From an optimization exercise on the open Yosys and OpenROAD flow, aimed at small area, a short achievable clock period and few clock cycles; shortcuts taken in it are not production practice. Function was checked by simulation only, so behaviour that the tests miss may differ from the original.

==> flow/design.v (excerpt) <==
module redes_tx (
    input  wire        clk,
    input  wire        rst,             
    input  wire        cfg_we,
    input  wire [2:0]  cfg_addr,
    input  wire [31:0] cfg_wdata,
    input  wire        start,
    input  wire        start_alg,       
    input  wire [11:0] start_nbytes,    
    output wire        busy,
    input  wire        in_valid,
    output wire        in_ready,
    input  wire [7:0]  in_data,
    output wire        out_valid,
    input  wire        out_ready,
    output wire [7:0]  out_data,
    output wire        out_last
);
For scale: roughly 3,600 cells after synthesis, about 360 flip-flops, about 74 I/O pins, roughly 32,000 µm² of cells after synthesis.
Settings: LEC_CHECK=0, CAP_MARGIN=20, CORE_MARGIN=2, CORE_UTILIZATION=40, PLACE_DENSITY=0.6, SLEW_MARGIN=20; clock period 10.0 ns.
standard.sh (not shown) runs the stock make flow with config.mk's settings and CLKGATE_MAP_FILE= SYNTH_SCRIPT=/design/flow/synth_recipe.tcl, a recipe that flattens the netlist after the stock synthesis.
==> flow/flow/run.sh <==
#!/bin/bash
# The standard layout (the standard.sh: the standard synthesis and the
# ORFS steps) with one change: the resizer's repair_timing aims for 6 ns of
# setup slack at the design's 10 ns clock, so it keeps sizing and buffering
# paths well past the point where they merely meet the clock.
set -euo pipefail
cp config.mk config_margin.mk
printf '\nexport SETUP_SLACK_MARGIN = 6\n' >> config_margin.mk
sed -E "s#DESIGN_CONFIG=('?)([^ ']*)config\.mk#DESIGN_CONFIG=\1\2config_margin.mk#" standard.sh > standard_margin.sh
grep -q 'config_margin.mk' standard_margin.sh
bash standard_margin.sh > flow.log 2>&1
Testbench counts at the start, summed over its fixed seeds: cycles 11,692.
Then changed:
--- a/flow/design.v
+++ b/flow/design.v
@@ -56,13 +56,13 @@
     reg [1:0]  gsel;         
     reg [7:0]  pk;           
     reg [3:0]  pcnt;         
     reg [13:0] nm;           
     reg        owe;          
     reg        pend;         
-    reg [31:0] s3r, s6r;     
+    reg [31:0] s2r, s5r;     
     reg [1:0]  f2;           
     reg [4:0]  f5;           
     reg        v1, l1, v2, l2;
     reg [7:0]  fm;           
     reg        fm_v, fm_last;
     reg [2:0]  fsub;         
@@ -146,21 +146,21 @@
     assign rng_a8[28] = rng[0] ^ rng[1] ^ rng[3] ^ rng[5] ^ rng[6] ^ rng[7] ^ rng[10] ^ rng[11] ^ rng[14] ^ rng[16] ^ rng[18] ^ rng[19] ^ rng[20] ^ rng[25] ^ rng[26];
     assign rng_a8[29] = rng[2] ^ rng[6] ^ rng[11] ^ rng[14] ^ rng[15] ^ rng[16] ^ rng[17] ^ rng[18] ^ rng[20] ^ rng[21] ^ rng[23] ^ rng[24] ^ rng[25] ^ rng[26];
     assign rng_a8[30] = rng[1] ^ rng[2] ^ rng[3] ^ rng[4] ^ rng[6] ^ rng[7] ^ rng[8] ^ rng[11] ^ rng[13] ^ rng[14] ^ rng[20] ^ rng[21] ^ rng[22] ^ rng[27] ^ rng[28] ^ rng[29];
     assign rng_a8[31] = rng[3] ^ rng[4] ^ rng[6] ^ rng[7] ^ rng[9] ^ rng[13] ^ rng[14] ^ rng[15] ^ rng[16] ^ rng[17] ^ rng[18] ^ rng[21] ^ rng[22] ^ rng[24] ^ rng[27] ^ rng[29] ^ rng[30] ^ rng[31];
     wire [31:0] s1 = xs32(rng);
     wire [31:0] s2 = xs32(s1);
-    wire [31:0] s3 = xs32(s2);
-    wire [31:0] s4 = xs32(s3r);
+    wire [31:0] s3 = xs32(s2r);
+    wire [31:0] s4 = xs32(s3);
     wire [31:0] s5 = xs32(s4);
-    wire [31:0] s6 = xs32(s5);
-    wire [31:0] s7 = xs32(s6r);
+    wire [31:0] s6 = xs32(s5r);
+    wire [31:0] s7 = xs32(s6);
     wire [31:0] s8 = xs32(s7);
     wire [1:0]  flips_a = {lt(s1[31:16], prob), lt(s2[31:16], prob)};
-    wire [2:0]  flips_b = {lt(s3r[31:16], prob), lt(s4[31:16], prob), lt(s5[31:16], prob)};
-    wire [2:0]  flips_c = {lt(s6r[31:16], prob), lt(s7[31:16], prob), lt(s8[31:16], prob)};
+    wire [2:0]  flips_b = {lt(s3[31:16], prob), lt(s4[31:16], prob), lt(s5[31:16], prob)};
+    wire [2:0]  flips_c = {lt(s6[31:16], prob), lt(s7[31:16], prob), lt(s8[31:16], prob)};
     wire fast = (conv_k == 3'd2);
     reg  [6:0] gcur;
     always @(*) begin
         case (gsel)
             2'd0: gcur = gen0;
             2'd1: gcur = gen1;
@@ -281,27 +281,25 @@
             pend       <= 1'b0;
             ov         <= 1'b0;
             os_v       <= 1'b0;
             pcnt       <= 4'd0;
             ninit      <= 1'b0;
         end else begin
-            if (rng == 32'd0)
-                rng <= SEED_ZERO;
             if (cw_we) begin
                 case (cw_addr)
                     3'd0: poly <= cw_data;
                     3'd1: if (cw_data <= 32'd32) deg <= cw_data[5:0];
                     3'd2: if (cfg_gen_ok) begin
                               gen0   <= wg0;
                               gen1   <= wg1;
                               gen2   <= wg2;
                               gen3   <= wg3;
                               conv_k <= wk;
                           end
                     3'd3: if (cw_data <= 32'd65536) prob <= cw_data[16:0];
-                    3'd4: rng <= cw_data;
+                    3'd4: rng <= (cw_data == 32'd0) ? SEED_ZERO : cw_data;
                     default: ;
                 endcase
             end
             if (state == S_IDLE) begin
                 busy_r <= start;
                 ir     <= start && (start_nbytes != 12'd0);
@@ -373,13 +371,13 @@
                 ninit <= 1'b0;
                 nm    <= nfull;
                 owe   <= iss0;
                 pend  <= npart;
                 v1    <= iss0;
                 l1    <= last0;
-                s3r   <= s3;
+                s2r   <= s2;
                 f2    <= flips_a;
                 if (iss0)
                     rng <= rng_a8;
             end else if (state != S_IDLE) begin
                 if (pser) begin
                     fm   <= {fm[6:0], (fsub < deg[2:0]) ? flips_a[1] : 1'b0};
@@ -392,17 +390,17 @@
                         fm_last <= 1'b1;
                     end
                 end else if (adv) begin
                     fm      <= {f5, flips_c};
                     fm_v    <= v2;
                     fm_last <= l2;
-                    s6r     <= s6;
+                    s5r     <= s5;
                     f5      <= {f2, flips_b};
                     v2      <= v1;
                     l2      <= l1;
-                    s3r     <= s3;
+                    s2r     <= s2;
                     f2      <= flips_a;
                     v1      <= iss;
                     l1      <= more1 && !pend;
                     owe     <= 1'b0;
                     if (iss && owe)
                         nm <= nm_m2;
Outcome:
- maximum frequency fell slightly
- setup slack gets worse by 0.071 ns
- routed wire length fell by a few percent
- final area hardly moves
Testbench counts after the change, summed over its fixed seeds: cycles 11,692.

==> re-timing with driven ports <==
How much do the figures lean on ideal ports? The routed layouts below were timed once more, with nothing changed but the port constraints.
Step 1: set_driving_cell puts a clkbuf_16 on clk and a buf_2 on each other input, an assumption about the parent block.
Step 2 moves the port delays by t, midway between the first and last clock arrival at a register: inputs arrive t later, outputs are due t later. That takes back most of the time a late clock gives input paths.
Three values: no drivers, after step 1, after step 2; two values: the first two.
| run | t (ns) | setup WS [ns] | hold slack, ns | latest minus earliest clock arrival (ns) | cell pins on the clock port's net |
|---|---|---|---|---|---|
| the first run | 0.658 | 6.015 / 6.015 / 5.415 | 0.420 / 0.420 / 0.420 | 0.043 / 0.044 | 1 |
| the second run | 0.643 | 5.944 / 5.944 / 5.412 | 0.433 / 0.433 / 0.433 | 0.046 / 0.047 | 1 |
After both steps every run listed still meets setup and hold. The setup slack of the first run, which loses most, moves by 0.000 ns with the drivers and by -0.600 ns with both steps.
